Context: an optimization exercise on an open-source flow, tuned for small area, a short achievable clock period and few clock cycles per item. The choices shown serve that exercise and are no tape-out recipe.
In this exercise RTL edits were held to simulation tests only and were not proved equivalent to the original.
Power is estimated from default activity; no workload was simulated.

exp/xenon:
## xlate_unit
module xlate_unit (
    input  wire        clk,
    input  wire        rst,      
    input  wire        start,    
    input  wire [31:0] rate,     
    output reg         ready,
    output reg         done,     
    output reg         err,      
    output wire [31:0] full,
    output wire [31:0] half
);
==> flow/config.mk <==
export PLATFORM = sky130hd
export DESIGN_NAME = xlate_unit
export DESIGN_NICKNAME = xlate_unit
export VERILOG_FILES = /design/flow/design.v
export SDC_FILE = /design/flow/constraint.sdc
export NUM_CORES = 4
export LEC_CHECK = 0
export CAP_MARGIN = 20
export CORE_MARGIN = 2
export CORE_UTILIZATION = 40
export SLEW_MARGIN = 20
==> flow/constraint.sdc <==
create_clock -name core_clock -period 10.0 [get_ports {clk}]
set_input_delay 2.0000 -clock core_clock [delete_from_list [all_inputs] [get_ports {clk}]]
set_output_delay 2.0000 -clock core_clock [all_outputs]
set_load 0.01 [all_outputs]
standard.sh (not shown) runs the stock make flow with config.mk's settings and CLKGATE_MAP_FILE= SYNTH_SCRIPT=/design/flow/synth_recipe.tcl, a recipe that flattens the netlist after the stock synthesis.
==> flow/flow/run.sh <==
#!/bin/bash
set -euo pipefail
bash standard.sh \
  SETUP_SLACK_MARGIN=7.0 \
  BUFFER_PORTS_ARGS="-buffer_cell sky130_fd_sc_hd__buf_1" \
  finish > standard.log 2>&1
Testbench counts of exp/xenon, summed over its fixed seeds: cycles 53,932, items 3,200.
Input-level comparison between exp/ember and exp/xenon:
- a change of CORE_UTILIZATION from 40 to 65
- an added PLACE_DENSITY of 0.75
==> flow/flow/run.sh <==
#!/bin/bash
# Standard ORFS layout (the standard.sh: unchanged synthesis, SDC and
# clock period), with two layout settings passed to make:
# - repair_timing aims for more setup slack than the clock needs, so the
#   achieved period shrinks;
# - ports are buffered with buf_2 cells instead of the default buffer.
set -euo pipefail
bash standard.sh \
  SETUP_SLACK_MARGIN=7.0 \
  BUFFER_PORTS_ARGS="-buffer_cell sky130_fd_sc_hd__buf_2" \
  finish > standard.log 2>&1
Findings:
exp/ember: PASS, flow complete, no timing, DRC or antenna violations. The cell area was comparable across exp/xenon and exp/ember. exp/xenon → exp/ember: total of plain and repair buffers excluding clock buffers lost 4, HPWL reported at the end of detailed placement saw a decrease, setup slack now smaller.
[inputs] exp/yarrow vs exp/ember
- CORE_UTILIZATION now 40, was 65
- PLACE_DENSITY no longer set, was 0.75
==> flow/flow/run.sh <==
#!/bin/bash
set -euo pipefail
bash standard.sh \
  SETUP_SLACK_MARGIN=6.8 \
  BUFFER_PORTS_ARGS="-buffer_cell sky130_fd_sc_hd__buf_1" \
  finish > standard.log 2>&1
Notes after the runs:
Comparing path depth of the worst reg2reg path for exp/ember and exp/yarrow, the smaller number came from exp/ember.
exp/yarrow vs exp/ember, slowest cell on the critical path: sky130_fd_sc_hd__edfxtp_1 vs sky130_fd_sc_hd__fa_2
Routed wire in exp/yarrow totals more than in exp/ember.
Compared with exp/ember, in exp/yarrow share of layout cells above drive strength 1 has decreased; design area fell by 95 µm².
Register clock-pin slew on the reported worst setup and hold paths: exp/yarrow vs exp/ember, no meaningful difference
In exp/yarrow the power share of the sequential group turned out 1.0 points lower than in exp/ember.
Going from exp/ember to exp/yarrow, tap cell instance count grew by more than half.
met1 demand-to-capacity share in global routing for exp/yarrow is lower than for exp/ember.
The following lists how exp/pepper was set up differently from exp/yarrow:
==> flow/flow/run.sh <==
#!/bin/bash
set -euo pipefail
bash standard.sh \
  SETUP_SLACK_MARGIN=7.0 \
  MATCH_CELL_FOOTPRINT=0 \
  BUFFER_PORTS_ARGS="-buffer_cell sky130_fd_sc_hd__buf_2" \
  finish > standard.log 2>&1
--- outcome ---
Going from exp/yarrow to exp/pepper, met3 wirelength from detailed routing grew by about 3.6%, final instance area grew by 2.5%, area of placed instances grew by about 1.4%, count of clock-buffer cells in the layout grew by 1.
In the flow results for exp/pepper and exp/yarrow, the global-route usage is smaller on exp/yarrow.
For exp/harbor, these inputs were changed with respect to exp/pepper:
==> flow/flow/run.sh <==
#!/bin/bash
set -euo pipefail
bash standard.sh \
  SETUP_SLACK_MARGIN=6.5 \
  BUFFER_PORTS_ARGS="-buffer_cell sky130_fd_sc_hd__buf_1" \
  finish > standard.log 2>&1
## What came out
Against exp/pepper, exp/harbor reports a number of non-filler instances in the completed layout that is lower.
Compared with exp/pepper, exp/harbor shows a number of gates resized after cts that is 61 lower.
exp/harbor against exp/pepper: minimum clock period after layout has increased, wire length reported by the detailed router went down, maximum vdd drop went up, area taken by multi-input logic gates decreased by 3.6% relative to the old numbers, power of the clock network went up.
Power after layout is higher on exp/pepper
[diff] worst setup slack for register-to-register paths, exp/harbor relative to exp/pepper: regression
Input changes introduced in exp/tundra (baseline for comparison: exp/harbor):
--- a/flow/flow/run.sh
+++ b/flow/flow/run.sh
@@ -3,3 +3,3 @@
 bash standard.sh \
-  SETUP_SLACK_MARGIN=6.5 \
+  SETUP_SLACK_MARGIN=8.0 \
   BUFFER_PORTS_ARGS="-buffer_cell sky130_fd_sc_hd__buf_1" \
### Flow results
Diff exp/tundra and exp/harbor: switching share of total power higher in exp/tundra
Changes observed in exp/tundra relative to exp/harbor: total leakage power went up by about 37%, fraction of met3 tracks used by global routing grew by 2.4 points, worst-case hold slack has remained practically unchanged, final setup slack of the worst path went up 0.061 ns.
The standard cells in exp/tundra occupy more silicon area than those in exp/harbor do.

---

run A:
The RTL this note starts from:
==> flow/design.v <==
module xlate_unit (
    input  wire        clk,
    input  wire        rst,      
    input  wire        start,    
    input  wire [31:0] rate,     
    output reg         ready,
    output reg         done,     
    output reg         err,      
    output wire [31:0] full,
    output wire [31:0] half
);
    localparam [29:0] NM1 = 30'd999999999;    
    localparam [30:0] NM2 = {NM1, 1'b0};
    reg        busy;         
    reg        ini;          
    reg [30:0] d;            
    reg [4:0]  cnt;          
    reg        nb;           
    reg [29:0] fq;           
    reg [29:0] hq;           
    assign full = {2'b00, fq};
    assign half = {3'b000, hq[28:0]};
    reg [4:0]  c0;
    reg        nb0;
    reg [29:0] r0;
    integer i;
    always @* begin
        c0  = 5'd0;
        nb0 = NM1[0];
        r0  = NM1 >> 1;
        for (i = 0; i < 30; i = i + 1)
            if (d[i]) begin
                c0  = 5'd29 - i;
                nb0 = NM1[29 - i];
                r0  = NM1 >> (30 - i);
            end
        if (d[30]) begin
            c0  = 5'd0;
            nb0 = NM1[0];
            r0  = NM1 >> 1;
        end
    end
    wire bad  = rate[31] | (rate[30:0] == 31'd0);
    wire take = ~busy & start;
    wire [30:0] rem_sh = {hq, nb};
    wire [30:0] rem_nx;      
    wire        fits;        
    rstep u_step (.a(rem_sh), .b(d), .y(rem_nx), .fits(fits));
    wire        last   = (cnt == 5'd0);
    wire [28:0] hinc   = fq[28:0] + 29'd1;
    always @(posedge clk) begin
        if (~busy)
            d <= rate[30:0];
        if (ini) begin
            cnt <= c0;
            nb  <= nb0;
        end else begin
            cnt <= cnt - 5'd1;
            nb  <= NM2[cnt];
        end
    end
    always @(posedge clk) begin
        err <= take & bad;
        if (rst) begin
            busy  <= 1'b0;
            ready <= 1'b1;
            ini   <= 1'b0;
            done  <= 1'b0;
            fq    <= 30'd0;
            hq    <= 30'd0;
        end else begin
            done <= take & bad;
            ini  <= take & ~bad;
            if (~busy) begin
                if (start & ~bad) begin
                    busy  <= 1'b1;
                    ready <= 1'b0;
                end
            end else if (ini) begin
                fq <= 30'd0;
                hq <= r0;
            end else if (last) begin
                hq    <= {1'b0, hinc};
                fq    <= fits ? {hinc, 1'b0} : {fq[28:0], 1'b1};
                busy  <= 1'b0;
                ready <= 1'b1;
                done  <= 1'b1;
            end else begin
                hq <= rem_nx[29:0];
                fq <= {fq[28:0], fits};
            end
        end
    end
endmodule
module rstep(input [30:0] a, input [30:0] b, output [30:0] y, output fits);
    wire [30:0] g = a & ~b;
    wire [30:0] p = a | ~b;
    wire gl0 = p[0];
    wire G0 = g[1] | (p[1] & gl0);
    wire G1 = g[3] | (p[3] & g[2]);
    wire P1 = p[3] & p[2];
    wire G2 = g[5] | (p[5] & g[4]);
    wire P2 = p[5] & p[4];
    wire G3 = g[7] | (p[7] & g[6]);
    wire P3 = p[7] & p[6];
    wire G4 = g[9] | (p[9] & g[8]);
    wire P4 = p[9] & p[8];
    wire G5 = g[11] | (p[11] & g[10]);
    wire P5 = p[11] & p[10];
    wire G6 = g[13] | (p[13] & g[12]);
    wire P6 = p[13] & p[12];
    wire G7 = g[15] | (p[15] & g[14]);
    wire P7 = p[15] & p[14];
    wire G8 = g[17] | (p[17] & g[16]);
    wire P8 = p[17] & p[16];
    wire G9 = g[19] | (p[19] & g[18]);
    wire P9 = p[19] & p[18];
    wire G10 = g[21] | (p[21] & g[20]);
    wire P10 = p[21] & p[20];
    wire G11 = g[23] | (p[23] & g[22]);
    wire P11 = p[23] & p[22];
    wire G12 = g[25] | (p[25] & g[24]);
    wire P12 = p[25] & p[24];
    wire G13 = g[27] | (p[27] & g[26]);
    wire P13 = p[27] & p[26];
    wire G14 = g[29] | (p[29] & g[28]);
    wire P14 = p[29] & p[28];
    wire G15 = G1 | (P1 & G0);
    wire G16 = G3 | (P3 & G2);
    wire P16 = P3 & P2;
    wire G17 = G5 | (P5 & G4);
    wire P17 = P5 & P4;
    wire G18 = G7 | (P7 & G6);
    wire P18 = P7 & P6;
    wire G19 = G9 | (P9 & G8);
    wire P19 = P9 & P8;
    wire G20 = G11 | (P11 & G10);
    wire P20 = P11 & P10;
    wire G21 = G13 | (P13 & G12);
    wire P21 = P13 & P12;
    wire G22 = G16 | (P16 & G15);
    wire G23 = G18 | (P18 & G17);
    wire P23 = P18 & P17;
    wire G24 = G20 | (P20 & G19);
    wire P24 = P20 & P19;
    wire G25 = G23 | (P23 & G22);
    wire G26 = G24 | (P24 & G25);
    wire G27 = G17 | (P17 & G22);
    wire G28 = G19 | (P19 & G25);
    wire G29 = G21 | (P21 & G26);
    wire G30 = G2 | (P2 & G15);
    wire G31 = G4 | (P4 & G22);
    wire G32 = G6 | (P6 & G27);
    wire G33 = G8 | (P8 & G25);
    wire G34 = G10 | (P10 & G28);
    wire G35 = G12 | (P12 & G26);
    wire G36 = G14 | (P14 & G29);
    wire G37 = g[2] | (p[2] & G0);
    wire G38 = g[4] | (p[4] & G15);
    wire G39 = g[6] | (p[6] & G30);
    wire G40 = g[8] | (p[8] & G22);
    wire G41 = g[10] | (p[10] & G31);
    wire G42 = g[12] | (p[12] & G27);
    wire G43 = g[14] | (p[14] & G32);
    wire G44 = g[16] | (p[16] & G25);
    wire G45 = g[18] | (p[18] & G33);
    wire G46 = g[20] | (p[20] & G28);
    wire G47 = g[22] | (p[22] & G34);
    wire G48 = g[24] | (p[24] & G26);
    wire G49 = g[26] | (p[26] & G35);
    wire G50 = g[28] | (p[28] & G29);
    wire G51 = g[30] | (p[30] & G36);
    assign fits = G51;
    assign y[0] = a[0] ^ (fits & b[0]);
    assign y[1] = a[1] ^ (fits & ~(b[1] ^ gl0));
    assign y[2] = a[2] ^ (fits & ~(b[2] ^ G0));
    assign y[3] = a[3] ^ (fits & ~(b[3] ^ G37));
    assign y[4] = a[4] ^ (fits & ~(b[4] ^ G15));
    assign y[5] = a[5] ^ (fits & ~(b[5] ^ G38));
    assign y[6] = a[6] ^ (fits & ~(b[6] ^ G30));
    assign y[7] = a[7] ^ (fits & ~(b[7] ^ G39));
    assign y[8] = a[8] ^ (fits & ~(b[8] ^ G22));
    assign y[9] = a[9] ^ (fits & ~(b[9] ^ G40));
    assign y[10] = a[10] ^ (fits & ~(b[10] ^ G31));
    assign y[11] = a[11] ^ (fits & ~(b[11] ^ G41));
    assign y[12] = a[12] ^ (fits & ~(b[12] ^ G27));
    assign y[13] = a[13] ^ (fits & ~(b[13] ^ G42));
    assign y[14] = a[14] ^ (fits & ~(b[14] ^ G32));
    assign y[15] = a[15] ^ (fits & ~(b[15] ^ G43));
    assign y[16] = a[16] ^ (fits & ~(b[16] ^ G25));
    assign y[17] = a[17] ^ (fits & ~(b[17] ^ G44));
    assign y[18] = a[18] ^ (fits & ~(b[18] ^ G33));
    assign y[19] = a[19] ^ (fits & ~(b[19] ^ G45));
    assign y[20] = a[20] ^ (fits & ~(b[20] ^ G28));
    assign y[21] = a[21] ^ (fits & ~(b[21] ^ G46));
    assign y[22] = a[22] ^ (fits & ~(b[22] ^ G34));
    assign y[23] = a[23] ^ (fits & ~(b[23] ^ G47));
    assign y[24] = a[24] ^ (fits & ~(b[24] ^ G26));
    assign y[25] = a[25] ^ (fits & ~(b[25] ^ G48));
    assign y[26] = a[26] ^ (fits & ~(b[26] ^ G35));
    assign y[27] = a[27] ^ (fits & ~(b[27] ^ G49));
    assign y[28] = a[28] ^ (fits & ~(b[28] ^ G29));
    assign y[29] = a[29] ^ (fits & ~(b[29] ^ G50));
    assign y[30] = a[30] ^ (fits & ~(b[30] ^ G36));
endmodule
==> flow/config.mk <==
export PLATFORM = sky130hd
export DESIGN_NAME = xlate_unit
export DESIGN_NICKNAME = xlate_unit
export VERILOG_FILES = /design/flow/design.v
export SDC_FILE = /design/flow/constraint.sdc
export NUM_CORES = 4
export LEC_CHECK = 0
export CAP_MARGIN = 20
export CORE_MARGIN = 2
export CORE_UTILIZATION = 40
export CTS_CLUSTER_DIAMETER = 200
export CTS_CLUSTER_SIZE = 40
export SLEW_MARGIN = 20
export TNS_END_PERCENT = 0
==> flow/constraint.sdc <==
create_clock -name core_clock -period 10.0 [get_ports {clk}]
set_input_delay 2.0000 -clock core_clock [delete_from_list [all_inputs] [get_ports {clk}]]
set_output_delay 2.0000 -clock core_clock [all_outputs]
set_load 0.01 [all_outputs]
==> flow/flow/run.sh <==
#!/bin/bash
set -euo pipefail
bash standard.sh \
  SETUP_SLACK_MARGIN=7.0 \
  BUFFER_PORTS_ARGS="-buffer_cell sky130_fd_sc_hd__buf_1" \
  finish > standard.log 2>&1
Testbench counts of run A, summed over its fixed seeds: cycles 53,932, items 3,200.
Input changes introduced in run B (baseline for comparison: run A):
- clearing CTS_CLUSTER_SIZE, which used to be 40
- clearing CTS_CLUSTER_DIAMETER, which used to be 200
==> comparison <==
- As far as synthesized cell count goes, run A and run B are indistinguishable; the numbers are identical.
- Run B and run A ended up with nearly the same met2 global-route usage.
- Re internal power of the cells: no difference whatsoever between run B and run A.
- Required time of the critical path: run A vs run B, no meaningful difference
- Reported for run B and run A, average instance area after synthesis turned out identical to the last digit.
- Reported for run B and run A, fraction of the cycle the final worst path needs turned out identical to the last digit.
- Run B -> run A: core utilization flat
- Number of non-filler instances in the completed layout: run B vs run A — no meaningful difference
- The count of standard-cell rows of run A and that of run B are within noise of each other.
- Run B -> run A: number of library cell types mapped by synthesis delta 0, exact match
- Run B and run A ended up with roughly the same latest clock arrival within the worst-skew pair.

[port drivers added, routing unchanged]
How much do the figures lean on ideal ports? The routed layouts below were timed once more, with nothing changed but the port constraints.
Step 1 (the two cells are an assumption about what drives the block):
set clk [get_ports {clk}]
set_driving_cell -lib_cell sky130_fd_sc_hd__clkbuf_16 $clk
set_driving_cell -lib_cell sky130_fd_sc_hd__buf_2 [delete_from_list [all_inputs] $clk]
Step 2, shift: input delay + t, output delay - t, t = (earliest + latest rising clock arrival at the registers) / 2. This alone moves slack from input paths to output paths.
Slacks: ideal ports / drivers / drivers and shift; pairs: ideal ports / drivers.
run	shift t [ns]	slack for setup (ns)	hold WS [ns]	latest minus earliest clock arrival (ns)	slew at the worst register clock pin (ns)
exp/xenon	0.400	6.773 / 6.773 / 6.583	0.456 / 0.456 / 0.456	0.016 / 0.015	0.08 / 0.08
exp/ember	0.401	6.636 / 6.636 / 6.627	0.459 / 0.459 / 0.459	0.010 / 0.010	0.08 / 0.08
exp/yarrow	0.410	6.696 / 6.696 / 6.454	0.458 / 0.458 / 0.458	0.015 / 0.015	0.08 / 0.08
exp/pepper	0.412	6.838 / 6.838 / 6.599	0.446 / 0.446 / 0.446	0.009 / 0.009	0.08 / 0.08
exp/harbor	0.414	6.644 / 6.644 / 6.285	0.457 / 0.457 / 0.457	0.014 / 0.015	0.08 / 0.08
exp/tundra	0.414	6.706 / 6.706 / 6.706	0.460 / 0.460 / 0.460	0.011 / 0.011	0.08 / 0.08
run A	0.408	6.815 / 6.815 / 6.581	0.460 / 0.460 / 0.460	0.011 / 0.011	0.08 / 0.08
run B	0.408	6.815 / 6.815 / 6.581	0.460 / 0.460 / 0.460	0.011 / 0.011	0.08 / 0.08
After both steps every run listed still meets setup and hold. The setup slack of exp/harbor, which loses most, moves by 0.000 ns with the drivers and by -0.359 ns with both steps.
